This design comes from an exercise in tuning for small area, a short achievable clock period and few clock cycles per item on the open sky130 flow, not from production work. Only simulation tests tie the RTL to the original design; equivalence was not proved.

==> flow/design.v (outline; a module is shown in full before it is edited, if it fits) <==
// module rg_fmul: 118 lines
// module rg_mul24: 1598 lines
// module rg_fa: 10 lines
// module rg_fa1: 9 lines
// module rg_fadd: 130 lines
// module rg_sweep: 146 lines
module rg_sweep (
    input  wire        clk,
    input  wire        rst,
    input  wire [31:0] cfg_b,
    input  wire [31:0] cfg_b1,
    input  wire [31:0] cfg_b2,
    input  wire [31:0] cfg_b3,
    input  wire        cfg_pass,
    input  wire        in_valid,
    input  wire        in_first,
    input  wire [31:0] in_data,
    output reg         in_ready,
    output reg         out_valid,
    output reg  [31:0] out_data
);
  // ...
==> flow/run.sh <==
#!/bin/bash
# synth_recipe.tcl (not shown) runs the flow's synth.tcl, then flattens the netlist and writes it again
# the make line also repeats each setting of config.mk as NAME=value (left out here)
make -C /OpenROAD-flow-scripts/flow DESIGN_CONFIG=/design/flow/config.mk WORK_HOME=/design/flow/orfs CLKGATE_MAP_FILE= SYNTH_SCRIPT=/design/flow/synth_recipe.tcl finish
==> flow/config.mk <==
export PLATFORM = sky130hd
export DESIGN_NAME = rg_sweep
export DESIGN_NICKNAME = rg_sweep
export VERILOG_FILES = /design/flow/design.v
export SDC_FILE = /design/flow/constraint.sdc
export NUM_CORES = 4
export LEC_CHECK = 0
export ABC_AREA = 1
export CAP_MARGIN = 20
export CORE_MARGIN = 2
export CORE_UTILIZATION = 40
export PLACE_DENSITY = 0.6
export SLEW_MARGIN = 20
export SYNTH_HIERARCHICAL = 1
export SYNTH_MINIMUM_KEEP_SIZE = 0
==> flow/constraint.sdc <==
create_clock -name core_clock -period 20.0 [get_ports {clk}]
set_input_delay 4.0000 -clock core_clock [delete_from_list [all_inputs] [get_ports {clk}]]
set_output_delay 4.0000 -clock core_clock [all_outputs]
set_load 0.01 [all_outputs]
==> results.sh, run 1 <==
export IMPL_synth_seq_cells=329
export IMPL_yosys_area_share_simple=0.373
export IMPL_numCtsBuffers=39
export IMPL_wl_met2_um=81000
export IMPL_crit_family="simple AND/OR/NAND/NOR gates"
export IMPL_ctsHoldBuffers=0
export IMPL_dp_slack_ns=6.77
export IMPL_drc=0
export IMPL_die_w_um=361
export IMPL_port_buffers=198
export IMPL_finClkSkew_ns=0.0351
export IMPL_whs_ns=0.497
export IMPL_synthAdderAreaFrac=0.244
export IMPL_seq_cells=329
export IMPL_yosys_warnings=9
export IMPL_synth_top_family_by_area="simple AND/OR/NAND/NOR gates"
export IMPL_clkCellAreaFrac=0.0231
export IMPL_cts_root_buf="clkbuf_16"
export IMPL_run_status="timing/DRC/antenna clean"
export IMPL_place_congestion=0.988
export IMPL_synth_xor_area_share=0.0228
export IMPL_drive_gt1_frac=0.0557
export IMPL_path_clk_slew_ns=0.06
export IMPL_grt_use_met1=0.399
export IMPL_clockBufferCount=46
export IMPL_synth_most_common_cell="nand2_1"
export IMPL_hp_class="reg -> reg"
export IMPL_fin_crit_ns=13.73
Testbench counts, summed over its fixed seeds: cycles 30,984, items 7,775.
==> run 2: changes to the inputs <==
==> flow/flow/run.sh (new file) <==
#!/bin/bash
set -euo pipefail
bash standard.sh SETUP_SLACK_MARGIN="${RG_SETUP_MARGIN:-10}" finish > layout_make.log 2>&1
==> flow/standard.sh (new file) <==
#!/bin/bash
# synth_recipe.tcl (not shown) runs the flow's synth.tcl, then flattens the netlist and writes it again
# the make line also repeats each setting of config.mk as NAME=value (left out here)
make -C /OpenROAD-flow-scripts/flow DESIGN_CONFIG=/design/flow/config.mk WORK_HOME=/design/flow/orfs CLKGATE_MAP_FILE= SYNTH_SCRIPT=/design/flow/synth_recipe.tcl "${@:-finish}"
removed: flow/run.sh
==> run 2 against run 1 <==
  * Die area is the same
  * Clock-buffer cell count stayed put
  * Utilization increased by 5.4 points
  * Design area up 12%
  * Critical path depth increased by 3
  * Register-to-register slack improved by 3.5 ns
  * Clock skew up 0.0049 ns
  * Critical endpoint is now h2[27]$_DFFE_PP_
  * Highest routed layer unchanged
==> results.sh, run 2 <==
export IMPL_run_status="timing/DRC/antenna clean"
export IMPL_postRouteAntennaNets=0
export IMPL_dp_hpwl_um=141000
export IMPL_period_share=0.510
export IMPL_hp_class="reg -> reg"
export IMPL_die_height_um=361
export IMPL_finClkSkew_ns=0.0400
export IMPL_fin_crit_ns=10.20
export IMPL_die_w_um=361
export IMPL_timing_hold_violations_final=0
export IMPL_vias=54000
export IMPL_critPathArrivalTime_ns=10.57
export IMPL_synth_cell_types=74
export IMPL_place_congestion=0.988
export IMPL_grt_antenna_before_repair=7
export IMPL_finalSetupViolCount=0
export IMPL_grt_pass1_vias=50800
export IMPL_pin_count=199
export IMPL_insertion_delay_ns=0.61
export IMPL_async_flop_share=0
export IMPL_end_kind="flop"
export IMPL_yosys_top_cells_area="nand2_1 (22%), fa_1 (19%), edfxtp_1 (15%), inv_1 (6.0%), nand3_1 (5.8%)"
export IMPL_coreArea_mm2=0.126
export IMPL_fmax_ghz=0.0980
export IMPL_maxSlewViolCount=0
export IMPL_firstDrtPassIters=9
export IMPL_synth_flop_cell="edfxtp_1"
export IMPL_required_ns=20.36
export IMPL_numCtsBuffers=39
export IMPL_maxCapViolCount=0
export IMPL_cts_buffer_depth=3
export IMPL_cp_common_cell="nand2_1"
export IMPL_postPlaceCellArea_mm2=0.0541
export IMPL_grt_ovfl_total=0
export IMPL_synth_area_mm2=0.0510
export IMPL_dieArea_mm2=0.130
export IMPL_critPathLaunchType="flop"
export IMPL_cts_tree="done"
export IMPL_path_class="reg -> reg"
export IMPL_synth_seq_cells=329
export IMPL_finalSetupTns_ns=0
export IMPL_drive_gt1_frac=0.161
export IMPL_synth_most_common_cell="nand2_1"
export IMPL_cpMaxStageDelayCell="ha_2"
export IMPL_netlist_area_leader_share=0.217
export IMPL_drtIter0Drc=6240
export IMPL_ctsHoldBuffers=0
export IMPL_nNetsFinal=8791
export IMPL_port_buffers=198
export IMPL_grt_usage=0.291
export IMPL_cp_max_fo=8
export IMPL_grt_pass1_wl_um=298000
export IMPL_register_area_mm2=0.00924
export IMPL_final_common_cell="nand2_1"
export IMPL_start_util=0.404
export IMPL_cts_root_buf="clkbuf_16"
export IMPL_final_cell_mix="nand2_1 (2835), inv_1 (790), nand3_1 (528), fa_1 (466), nor2_1 (437)"
export IMPL_syn2layout_area_growth_pct=21.9
export IMPL_synth_edf_count=259
export IMPL_drc=0
export IMPL_finalWirelength_um=209000
export IMPL_rows=130
export IMPL_cts_sinks=329
export IMPL_viasPerCell=5.62
export IMPL_multi_input_area_mm2=0.0398
export IMPL_yosysTopAreaCell="nand2_1"
export IMPL_path_clk_slew_ns=0.06
export IMPL_syn_inst=7581
export IMPL_htree_num_levels=2
export IMPL_yosysSeqAreaShare=0.180
export IMPL_max_slew_worst_pin_slew_ns=1.26
export IMPL_slowest_delay_ns=0.42
export IMPL_synth_area_per_cell_um2=6.73
export IMPL_design_area_mm2=0.0621
export IMPL_relSlewSlack=0.154
export IMPL_rsz0062_at_grt="yes"
export IMPL_grt_max_degree=105
export IMPL_avgRoutedWirePerCell_um=21.7
export IMPL_synth_commonest_cells="nand2_1 (2944), inv_1 (818), nand3_1 (595), nor2_1 (519), fa_1 (490)"
export IMPL_final_util=0.493
export IMPL_n_fill_cell=12500
export IMPL_yosys_warnings=9
[run 2: cell types whose count changed in the layout (fill, tap and decap cells not counted), sizes merged, moves of 4 or more]
cell / before / now
bufbuf: 0 / 4
nand2: 3018 / 3031
clkbuf: 46 / 73
clkinv: 21 / 28
clkinvlp: 0 / 5
buf: 83 / 381
[run 2: cells by family (layout without fill, tap and decap cells)]
family | count (synthesis) | count (layout) | synth area share
buf+inv | 1222 | 1572 | 0.0977
simple gates | 4488 | 4505 | 0.373
other cells | 1 | 4 | 0.0000736
fa+ha+maj | 702 | 702 | 0.244
flops | 329 | 329 | 0.180
mux | 32 | 32 | 0.00707
compound gates | 675 | 677 | 0.0753
xor+xnor | 132 | 132 | 0.0228
[run 2: area by class of cell]
type | instances | share of cell area
Multi-Input combinational cell | 6050 | 0.640
Sequential cell | 329 | 0.149
Timing Repair Buffer | 610 | 0.100
Inverter | 882 | 0.0551
Tap cell | 1650 | 0.0332
Clock buffer | 46 | 0.0161
Clock inverter | 22 | 0.00447
Timing Repair inverter | 12 | 0.00181
Antenna cell | 2 | 0.0000806
[run 2: metrics by stage]
| stage | hold slack, ns | worst slack [ns] | instances |
|---|---|---|---|
| final | 0.505 | 9.80 | 9603 |
| after global routing | 0.530 | 9.24 | 9602 |
| after CTS | 0.498 | 10.00 | 9353 |
| after detailed placement | 0.499 | 6.77 | 9173 |
| after global placement | 0.498 | 6.90 | 9173 |
| after floorplan | 0.465 | 10.64 | 7582 |
[run 2: critical path: cells and delay by family, from the launching register on]
kind / cells / cell delay, ns
AOI/OAI and AO/OA: 9 / 1.07
xor gates and xnor gates: 3 / 0.51
adders and majority gates: 4 / 1.21
buffers and inverters: 10 / 1.10
DFF: 1 / 0.37
and+or+nand+nor: 44 / 5.65
[run 2: final timing paths]
check | end | start | cells after the start | slack [ns]
worst min register to register | acc[31]$_DFF_P_ | prod[31]$_DFF_P_ | 1 | 0.51
worst min-delay path | acc[31]$_DFF_P_ | prod[31]$_DFF_P_ | 1 | 0.51
worst max register to register | h2[27]$_DFFE_PP_ | acc[23]$_DFF_P_ | 70 | 9.80
worst max-delay path | h2[27]$_DFFE_PP_ | acc[23]$_DFF_P_ | 70 | 9.80
[run 2: modules after synthesis (local to each module, per instance)]
| module | cells | flops+latches | times used | area, um2 |
|---|---|---|---|---|
| rg_fadd | 2281 | 0 | 1 | 11500 |
| rg_fa1 | 5 | 0 | 23 | 27.5 |
| rg_mul24 | 1505 | 0 | 1 | 6490 |
| rg_sweep | 1839 | 329 | 1 | 15700 |
| rg_fmul | 1358 | 0 | 1 | 6990 |
| rg_fa | 1 | 0 | 483 | 20.0 |
[run 2: layer usage]
| metal | vias up | GRT usage | routed length, um |
|---|---|---|---|
| met3 | 558 | 0.0549 | 22400 |
| met2 | 3135 | 0.451 | 90900 |
| met1 | 25600 | 0.408 | 84700 |
| li1 | 24800 | - | - |
| met5 | - | 0 | 53 |
| met4 | 8 | 0.0945 | 10500 |
[run 2: what timing repair did]
action,4_1_cts,5_1_grt
buffers inserted,93,206
pin swaps,63,215
gates resized for setup,288,613
hold endpoints to repair,0,0
gates cloned,19,42
setup endpoints to repair,186,186
==> module rg_sweep, before the edit <==
module rg_sweep (
    input  wire        clk,
    input  wire        rst,
    input  wire [31:0] cfg_b,
    input  wire [31:0] cfg_b1,
    input  wire [31:0] cfg_b2,
    input  wire [31:0] cfg_b3,
    input  wire        cfg_pass,
    input  wire        in_valid,
    input  wire        in_first,
    input  wire [31:0] in_data,
    output reg         in_ready,
    output reg         out_valid,
    output reg  [31:0] out_data
);
    localparam [2:0] S_IDLE = 3'd0,
                     S_PASS = 3'd1,
                     S_MX   = 3'd2,
                     S_C0   = 3'd3,
                     S_C1   = 3'd4,
                     S_C2   = 3'd5,
                     S_C3   = 3'd6;
    reg [2:0]  state;
    reg [31:0] k0, k1, k2, k3;     
    reg [31:0] opb;                
    reg        x_full;             
    reg        x_first;            
    reg        x_pass;             
    reg [31:0] h2, h3;             
    reg        first_q;            
    reg [31:0] prod;
    reg [31:0] acc;
    wire accept = in_valid && in_ready;
    wire [31:0] mul_y;
    rg_fmul u_mul (.a(k0), .b(opb), .y(mul_y));
    wire [31:0] add_y;
    rg_fadd u_add (.a(acc), .b(prod), .y(add_y));
    reg [2:0] nstate;
    always @(*) begin
        case (state)
            S_IDLE, S_PASS: begin
                if (accept)
                    nstate = (in_first && cfg_pass) ? S_PASS : S_MX;
                else
                    nstate = S_IDLE;
            end
            S_MX:  nstate = S_C0;
            S_C0:  nstate = S_C1;
            S_C1:  nstate = S_C2;
            S_C2:  nstate = S_C3;
            S_C3: begin
                if (!x_full)
                    nstate = S_IDLE;
                else if (x_pass)
                    nstate = S_PASS;
                else
                    nstate = S_C0;
            end
            default: nstate = S_IDLE;
        endcase
    end
    wire load_k = accept && in_first;
    wire rot_k  = (state == S_MX) || (state == S_C0) || (state == S_C1) ||
                  (state == S_C2) || (state == S_C3 && x_full && !x_pass);
    always @(posedge clk) begin
        if (load_k) begin
            k0 <= cfg_b;
            k1 <= cfg_b1;
            k2 <= cfg_b2;
            k3 <= cfg_b3;
        end else if (rot_k) begin
            k0 <= k1;
            k1 <= k2;
            k2 <= k3;
            k3 <= k0;
        end
    end
    always @(posedge clk) begin
        if (accept)
            opb <= in_data;
        else case (state)
            S_MX: if (!first_q) opb <= out_data;
            S_C0: opb <= h2;
            S_C1: opb <= h3;
            S_C3: if (!x_first) opb <= add_y;
            default: ;
        endcase
    end
    always @(posedge clk) begin
        prod <= mul_y;
        acc  <= (state == S_C0) ? prod : add_y;
    end
    always @(posedge clk) begin
        if (rst) begin
            state     <= S_IDLE;
            out_valid <= 1'b0;
            in_ready  <= 1'b1;
            x_full    <= 1'b0;
        end else begin
            state     <= nstate;
            out_valid <= 1'b0;
            in_ready  <= (nstate == S_IDLE) || (nstate == S_PASS) || (nstate == S_C2);
            if (accept) begin
                x_full  <= 1'b1;
                x_first <= in_first;
                x_pass  <= in_first && cfg_pass;
            end
            case (state)
                S_IDLE, S_PASS: begin
                    if (state == S_PASS) begin
                        out_data  <= opb;
                        out_valid <= 1'b1;
                        h2        <= opb;
                        h3        <= opb;
                    end
                    if (!accept) x_full <= 1'b0;
                    if (accept && in_first) begin
                        h2 <= in_data;
                        h3 <= in_data;
                    end
                    first_q <= in_first;
                end
                S_MX: begin
                    x_full <= 1'b0;
                end
                S_C3: begin
                    out_data  <= add_y;
                    out_valid <= 1'b1;
                    first_q   <= x_first;
                    if (x_full && x_first) begin
                        h2 <= opb;
                        h3 <= opb;
                    end else if (first_q) begin
                        h2 <= add_y;
                        h3 <= add_y;
                    end else begin
                        h2 <= out_data;
                        h3 <= h2;
                    end
                    if (!x_pass) x_full <= 1'b0;
                end
                default: ;
            endcase
        end
    end
endmodule
==> run 3: changes to the inputs <==
--- a/flow/design.v
+++ b/flow/design.v
@@ -1886,5 +1886,7 @@
                      S_C2   = 3'd5,
-                     S_C3   = 3'd6;
+                     S_C3   = 3'd6,
+                     S_W    = 3'd7;
     reg [2:0]  state;
     reg [31:0] k0, k1, k2, k3;     
+    reg [1:0]  ph;                 
     reg [31:0] opb;                
@@ -1906,7 +1908,12 @@
             S_IDLE, S_PASS: begin
-                if (accept)
-                    nstate = (in_first && cfg_pass) ? S_PASS : S_MX;
-                else
+                if (!accept)
                     nstate = S_IDLE;
+                else if (in_first && cfg_pass)
+                    nstate = S_PASS;
+                else if (in_first || ph == 2'd3)
+                    nstate = S_MX;
+                else
+                    nstate = S_W;
             end
+            S_W:   nstate = (ph == 2'd3) ? S_MX : S_W;
             S_MX:  nstate = S_C0;
@@ -1927,4 +1934,2 @@
     wire load_k = accept && in_first;
-    wire rot_k  = (state == S_MX) || (state == S_C0) || (state == S_C1) ||
-                  (state == S_C2) || (state == S_C3 && x_full && !x_pass);
     always @(posedge clk) begin
@@ -1935,3 +1940,4 @@
             k3 <= cfg_b3;
-        end else if (rot_k) begin
+            ph <= 2'd0;
+        end else begin
             k0 <= k1;
@@ -1940,2 +1946,3 @@
             k3 <= k0;
+            ph <= ph + 2'd1;
         end
@@ -1987,2 +1994,3 @@
                 end
+                S_W: ;
                 S_MX: begin
==> flow/flow/run.sh (replaced) <==
#!/bin/bash
set -euo pipefail
bash standard.sh SETUP_SLACK_MARGIN="${RG_SETUP_MARGIN:-9}" finish > layout_make.log 2>&1
==> run 3 against run 2 <==
  * Utilization shrank 3.5 points
  * Critical path type unchanged
  * Global-route usage shrank 0.33 points
  * Clock skew grew 0.036 ns
  * Maximum frequency shrank 3.3%
  * Largest cell class unchanged
==> results.sh, run 3 <==
export IMPL_viasPerCell=5.45
export IMPL_slowest_delay_ns=0.38
export IMPL_synth_edf_count=131
export IMPL_insertion_delay_ns=0.63
export IMPL_grt_pass1_wl_um=287000
export IMPL_cp_max_fo=21
export IMPL_pin_count=199
export IMPL_final_common_cell="nand2_1"
export IMPL_die_height_um=357
export IMPL_required_ns=20.32
export IMPL_max_slew_worst_pin_slew_ns=1.17
export IMPL_grt_pass1_vias=48800
export IMPL_path_class="reg -> reg"
export IMPL_die_w_um=357
export IMPL_syn2layout_area_growth_pct=13.6
export IMPL_drive_gt1_frac=0.0917
export IMPL_hp_class="reg -> reg"
export IMPL_cts_buffer_depth=3
export IMPL_finalWirelength_um=190000
export IMPL_end_kind="flop"
export IMPL_avgRoutedWirePerCell_um=20.1
export IMPL_yosysTopAreaCell="nand2_1"
export IMPL_synth_commonest_cells="nand2_1 (3197), inv_1 (826), nand3_1 (586), fa_1 (490), nor2_1 (449)"
export IMPL_relSlewSlack=0.216
export IMPL_async_flop_share=0
export IMPL_cts_root_buf="clkbuf_16"
export IMPL_fin_crit_ns=10.55
export IMPL_cts_tree="done"
export IMPL_grt_ovfl_total=0
export IMPL_netlist_area_leader_share=0.241
export IMPL_yosysSeqAreaShare=0.159
export IMPL_start_util=0.403
export IMPL_grt_usage=0.288
export IMPL_maxCapViolCount=0
export IMPL_finalSetupViolCount=0
export IMPL_cpMaxStageDelayCell="dfxtp_4"
export IMPL_critPathBufInv=12
export IMPL_firstDrtPassIters=6
export IMPL_finalSetupTns_ns=0
export IMPL_numCtsBuffers=39
export IMPL_yosys_top_cells_area="nand2_1 (24%), fa_1 (20%), dfxtp_1 (8.0%), edfxtp_1 (7.9%), inv_1 (6.2%)"
export IMPL_rsz0062_at_grt="no"
export IMPL_syn_inst=7712
export IMPL_grt_antenna_before_repair=5
export IMPL_final_cell_mix="nand2_1 (3169), inv_1 (820), nand3_1 (571), fa_1 (487), nor2_1 (417)"
export IMPL_htree_num_levels=2
export IMPL_cp_common_cell="nand2_1"
export IMPL_cts_sinks=331
export IMPL_drtIter0Drc=5563
export IMPL_critPathArrivalTime_ns=10.87
export IMPL_nNetsFinal=8659
export IMPL_rows=129
export IMPL_coreArea_mm2=0.124
export IMPL_postRouteAntennaNets=0
export IMPL_timing_hold_violations_final=0
export IMPL_path_clk_slew_ns=0.06
export IMPL_vias=51500
export IMPL_synth_most_common_cell="nand2_1"
export IMPL_drc=0
export IMPL_synth_seq_cells=331
export IMPL_dieArea_mm2=0.127
export IMPL_port_buffers=198
export IMPL_period_share=0.527
export IMPL_yosys_warnings=9
export IMPL_critPathLaunchType="flop"
export IMPL_synth_area_per_cell_um2=6.46
export IMPL_synth_area_mm2=0.0498
export IMPL_ctsHoldBuffers=0
export IMPL_dp_hpwl_um=138000
export IMPL_run_status="timing/DRC/antenna clean"
export IMPL_crit_family="simple AND/OR/NAND/NOR gates"
export IMPL_maxSlewViolCount=0
export IMPL_place_congestion=1.02
export IMPL_synth_cell_types=74
export IMPL_finClkSkew_ns=0.0765
export IMPL_fmax_ghz=0.0948
export IMPL_grt_max_degree=118
export IMPL_synth_flop_cell="dfxtp_1"
==> run 3: final cells by class <==
| type | count | area (um2) |
|---|---|---|
| fillers | 13000 | 67000 |
| multi-input cells | 6175 | 38300 |
| flip-flops and latches | 331 | 8020 |
| repair buffers | 361 | 3560 |
| inverters | 882 | 3380 |
| well taps | 1637 | 2050 |
| clock buffers | 56 | 1110 |
| clock inverters | 14 | 174 |
| repair inverters | 2 | 15.0 |
| diodes | 1 | 2.50 |
==> run 3: worst paths after layout <==
path / from / end / slack [ns] / cells after the start
min: k1[2]$_DFF_P_ / k0[2]$_DFF_P_ / 0.39 / 2
min reg2reg: k1[2]$_DFF_P_ / k0[2]$_DFF_P_ / 0.39 / 2
max reg2reg: prod[28]$_DFF_P_ / h2[9]$_DFFE_PP_ / 9.45 / 78
max: prod[28]$_DFF_P_ / h2[9]$_DFFE_PP_ / 9.45 / 78
==> run 3: cells by family after synthesis <==
| group | synth area share |
|---|---|
| xor+xnor | 0.0244 |
| buf+inv | 0.0994 |
| other cells | 0.0000753 |
| compound gates | 0.0781 |
| simple gates | 0.389 |
| flops | 0.159 |
| fa+ha+maj | 0.250 |
==> run 3: metrics by stage <==
step | area (um2) | instances | hold slack [ns] | utilization | worst slack [ns]
2_1_floorplan | 49800 | 7713 | 0.403 | - | 10.28
3_3_place_gp | 52800 | 9277 | 0.405 | 0.427 | 6.68
3_5_place_dp | 52800 | 9277 | 0.408 | 0.427 | 6.62
4_1_cts | 54700 | 9373 | 0.378 | 0.443 | 8.92
5_1_grt | 56600 | 9458 | 0.410 | 0.458 | 8.90
6_report | 56600 | 9459 | 0.388 | 0.458 | 9.45
==> run 3: worst min-delay path, cell delays in order, from the launching register on <==
cell and delay, ns:
dfxtp_1 0.29, nand2_1 0.05, nand2_1 0.05
==> run 3: metal layers <==
metal,part of all wire,vias to the layer above,GRT usage
met5,0.00012,-,0
met2,0.43,2457,0.440
li1,-,24400,-
met4,0.026,4,0.0734
met3,0.098,327,0.0573
met1,0.44,24400,0.414
==> run 3: what timing repair did <==
| item | in CTS | in global routing |
|---|---|---|
| setup buffers | 16 | 72 |
| gates resized for setup | 79 | 285 |
| gates cloned | 10 | 13 |
| pin swaps | 14 | 69 |
| hold endpoints to repair | 0 | 0 |
| setup endpoints to repair | 179 | 186 |
==> run 3: per-module statistics from Yosys, one instance, submodules excluded <==
module,flip-flops and latches,cells inside,cell area (um2)
rg_sweep,331,1855,14100
rg_fadd,0,2396,11900
rg_fmul,0,1358,6990
rg_mul24,0,1505,6490
rg_fa1,0,5,27.5
rg_fa,0,1,20.0
Testbench counts of run 3, summed over its fixed seeds: cycles 31,124, items 7,775.
==> run 4: changes to the inputs <==
--- a/flow/design.v
+++ b/flow/design.v
@@ -1897,2 +1897,3 @@
     reg        first_q;            
+    reg        seed_h;             
     reg [31:0] prod;
@@ -1954,3 +1955,3 @@
             S_MX: if (!first_q) opb <= out_data;
-            S_C0: opb <= h2;
+            S_C0: opb <= seed_h ? out_data : h2;
             S_C1: opb <= h3;
@@ -1970,2 +1971,3 @@
             x_full    <= 1'b0;
+            seed_h    <= 1'b0;
         end else begin
@@ -1989,4 +1991,5 @@
                     if (accept && in_first) begin
-                        h2 <= in_data;
-                        h3 <= in_data;
+                        h2     <= in_data;
+                        h3     <= in_data;
+                        seed_h <= 1'b0;
                     end
@@ -1995,2 +1998,9 @@
                 S_W: ;
+                S_C0: begin
+                    if (seed_h) begin
+                        h2     <= out_data;
+                        h3     <= out_data;
+                        seed_h <= 1'b0;
+                    end
+                end
                 S_MX: begin
@@ -2002,2 +2012,3 @@
                     first_q   <= x_first;
+                    seed_h <= first_q && !(x_full && x_first);
                     if (x_full && x_first) begin
@@ -2005,6 +2016,3 @@
                         h3 <= opb;
-                    end else if (first_q) begin
-                        h2 <= add_y;
-                        h3 <= add_y;
-                    end else begin
+                    end else if (!first_q) begin
                         h2 <= out_data;
==> flow/flow/run.sh (replaced) <==
#!/bin/bash
set -euo pipefail
bash standard.sh SETUP_SLACK_MARGIN="${RG_SETUP_MARGIN:-10}" finish > layout_make.log 2>&1
--- a/flow/config.mk
+++ b/flow/config.mk
@@ -10,4 +10,4 @@
 export CORE_MARGIN = 2
-export CORE_UTILIZATION = 40
-export PLACE_DENSITY = 0.6
+export CORE_UTILIZATION = 55
+export PLACE_DENSITY = 0.72
 export SLEW_MARGIN = 20
==> run 4 against run 3 <==
  * Register-to-register slack better by 0.36 ns
  * Critical path type unchanged
  * First-iteration DRC count up 26%
  * Via count up 4.4%
  * Largest cell class unchanged
==> results.sh, run 4 <==
export IMPL_drtIter0Drc=7009
export IMPL_cpMaxStageDelayCell="fa_2"
export IMPL_synth_commonest_cells="nand2_1 (2789), inv_1 (787), nand3_1 (644), nor2_1 (548), fa_1 (490)"
export IMPL_grt_max_degree=108
export IMPL_yosys_warnings=9
export IMPL_viasPerCell=6.01
export IMPL_nNetsFinal=8615
export IMPL_multi_input_area_mm2=0.0398
export IMPL_hp_class="reg -> reg"
export IMPL_critPathArrivalTime_ns=10.63
export IMPL_fin_crit_ns=10.19
export IMPL_dp_hpwl_um=138000
export IMPL_cts_tree="done"
export IMPL_grt_pass1_wl_um=289000
export IMPL_cp_common_cell="nand2_1"
export IMPL_yosys_top_cells_area="nand2_1 (21%), fa_1 (20%), dfxtp_1 (8.2%), edfxtp_1 (8.0%), nand3_1 (6.5%)"
export IMPL_insertion_delay_ns=0.58
export IMPL_critPathLaunchType="flop"
export IMPL_end_kind="flop"
export IMPL_htree_num_levels=2
export IMPL_maxCapViolCount=0
export IMPL_run_status="timing/DRC/antenna clean"
export IMPL_cp_max_fo=8
export IMPL_cts_buffer_depth=3
export IMPL_port_buffers=198
export IMPL_pin_count=199
export IMPL_dieArea_mm2=0.0921
export IMPL_avgRoutedWirePerCell_um=22.9
export IMPL_max_slew_worst_pin_slew_ns=1.19
export IMPL_firstDrtPassIters=8
export IMPL_synth_edf_count=131
export IMPL_syn_inst=7439
export IMPL_finalSetupTns_ns=0
export IMPL_coreArea_mm2=0.0886
export IMPL_netlist_area_leader_share=0.212
export IMPL_synth_area_per_cell_um2=6.63
export IMPL_synth_most_common_cell="nand2_1"
export IMPL_register_area_mm2=0.00809
export IMPL_relSlewSlack=0.200
export IMPL_timing_hold_violations_final=0
export IMPL_drive_gt1_frac=0.164
export IMPL_path_clk_slew_ns=0.06
export IMPL_synth_seq_cells=332
export IMPL_path_class="reg -> reg"
export IMPL_synth_area_mm2=0.0493
export IMPL_rsz0062_at_grt="yes"
export IMPL_async_flop_share=0
export IMPL_yosysSeqAreaShare=0.161
export IMPL_design_area_mm2=0.0599
export IMPL_final_cell_mix="nand2_1 (2677), inv_1 (770), nand3_1 (586), fa_1 (463), nor2_1 (460)"
export IMPL_critPathBufInv=13
export IMPL_maxSlewViolCount=0
export IMPL_postRouteAntennaNets=0
export IMPL_grt_antenna_before_repair=6
export IMPL_slowest_delay_ns=0.43
export IMPL_required_ns=20.44
export IMPL_final_common_cell="nand2_1"
export IMPL_n_fill_cell=7850
export IMPL_yosysTopAreaCell="nand2_1"
export IMPL_grt_pass1_vias=49600
export IMPL_finalWirelength_um=205000
export IMPL_fmax_ghz=0.0982
export IMPL_finClkSkew_ns=0.0267
export IMPL_place_congestion=1.09
export IMPL_syn2layout_area_growth_pct=21.4
export IMPL_cts_sinks=332
export IMPL_grt_ovfl_total=0
export IMPL_synth_flop_cell="dfxtp_1"
export IMPL_rows=109
export IMPL_grt_usage=0.406
export IMPL_synth_cell_types=79
export IMPL_vias=53800
export IMPL_finalSetupViolCount=0
export IMPL_die_height_um=304
export IMPL_start_util=0.557
export IMPL_postPlaceCellArea_mm2=0.0518
export IMPL_crit_family="simple AND/OR/NAND/NOR gates"
export IMPL_numCtsBuffers=35
export IMPL_cts_root_buf="clkbuf_16"
export IMPL_period_share=0.509
export IMPL_die_w_um=304
export IMPL_ctsHoldBuffers=0
export IMPL_drc=0
## run 4: changes by cell type in the layout (fill, tap and decap cells not counted), moves of 43 or more
cell	change
nand3b_1	+65
buf_4	+145
nand2_1	-492
nor2_1	+43
o21ai_0	-106
inv_1	-50
nand2_2	+66
## run 4: modules after synthesis (local to each module, per instance)
module,cell area [um2],times used,flip-flops and latches
rg_sweep,14300,1,332
rg_fadd,11300,1,0
rg_fmul,6990,1,0
rg_mul24,6490,1,0
rg_fa1,27.5,23,0
rg_fa,20.0,483,0
## run 4: timing repair
item                                    CTS  global route
buffers inserted                        103           172
cloned                                   22            35
gates resized for setup                 363           583
endpoints found under the setup margin  124           124
pin swaps                                88           189
## run 4: metrics by stage
step / hold WS (ns) / worst slack, ns / std cells / util
2_1_floorplan: 0.396 / 10.38 / 7440 / -
3_5_place_dp: 0.403 / 6.44 / 8544 / 0.584
6_report: 0.417 / 9.81 / 8944 / 0.676
3_3_place_gp: 0.399 / 6.56 / 8544 / 0.584
5_1_grt: 0.429 / 9.40 / 8941 / 0.675
4_1_cts: 0.418 / 9.99 / 8733 / 0.626
## run 4: final cells by class
cell class	count	share of cell area
Antenna cell	4	0.000167
Clock buffer	44	0.0159
Clock inverter	20	0.00376
Inverter	841	0.0540
Multi-Input combinational cell	5958	0.664
Sequential cell	332	0.135
Tap cell	1165	0.0243
Timing Repair Buffer	570	0.101
Timing Repair inverter	10	0.00140
## run 4: cells by family (layout without fill, tap and decap cells)
| group | Yosys count | count (layout) | synth area share |
|---|---|---|---|
| simple gates | 4426 | 4441 | 0.383 |
| buf+inv | 1167 | 1485 | 0.0959 |
| fa+ha+maj | 702 | 702 | 0.253 |
| compound gates | 641 | 643 | 0.0749 |
| flops | 332 | 332 | 0.161 |
| xor+xnor | 138 | 138 | 0.0246 |
| mux | 32 | 32 | 0.00730 |
| other cells | 1 | 6 | 0.0000760 |
## run 4: final timing paths
path                   start               end  slack, ns  cells past startpoint
min            k1[7]$_DFF_P_     k0[7]$_DFF_P_       0.42                      2
min reg2reg    k1[7]$_DFF_P_     k0[7]$_DFF_P_       0.42                      2
max          acc[26]$_DFF_P_  opb[1]$_DFFE_PP_       9.81                     67
max reg2reg  acc[26]$_DFF_P_  opb[1]$_DFFE_PP_       9.81                     67
## run 4: worst min-delay path, cell delays in order (launching register included)
cell	delay (ns)
dfxtp_1	0.31
nand2_1	0.05
nand2_1	0.04
## run 4: per-layer routing
layer | global-route usage | vias to the layer above | share of wire
met4 | 0.153 | 12 | 0.055
met2 | 0.589 | 3729 | 0.41
met1 | 0.566 | 25200 | 0.39
met5 | 0 | - | 0.00047
met3 | 0.128 | 659 | 0.15
li1 | - | 24200 | -
Testbench counts of run 4, summed over its fixed seeds: cycles 31,124, items 7,775.

[afterwards: timing with drivers on the ports]
No port has a modelled driver above. Below, the same layouts with a new extraction and two added sets of constraints.
Step 1 assumes that a clkbuf_16 drives the clock port and a buf_2 every other input.
Step 2 moves the port delays by t, midway between the first and last clock arrival at a register: inputs arrive t later, outputs are due t later. That takes back most of the time a late clock gives input paths.
Slacks: ideal ports / drivers / drivers and shift; pairs: ideal ports / drivers.
| run | t (ns) | setup WS [ns] | hold slack, ns | pins driven straight from the clock port |
|---|---|---|---|---|
| run 1 | 0.663 | 6.274 / 6.274 / 6.274 | 0.497 / 0.497 / 0.497 | 1 |
| run 2 | 0.667 | 9.797 / 9.797 / 9.797 | 0.505 / 0.505 / 0.505 | 1 |
| run 3 | 0.671 | 9.450 / 9.450 / 9.450 | 0.388 / 0.388 / 0.388 | 1 |
| run 4 | 0.633 | 9.814 / 9.814 / 9.814 | 0.417 / 0.417 / 0.417 | 1 |
After both steps setup and hold are still met in every run listed.
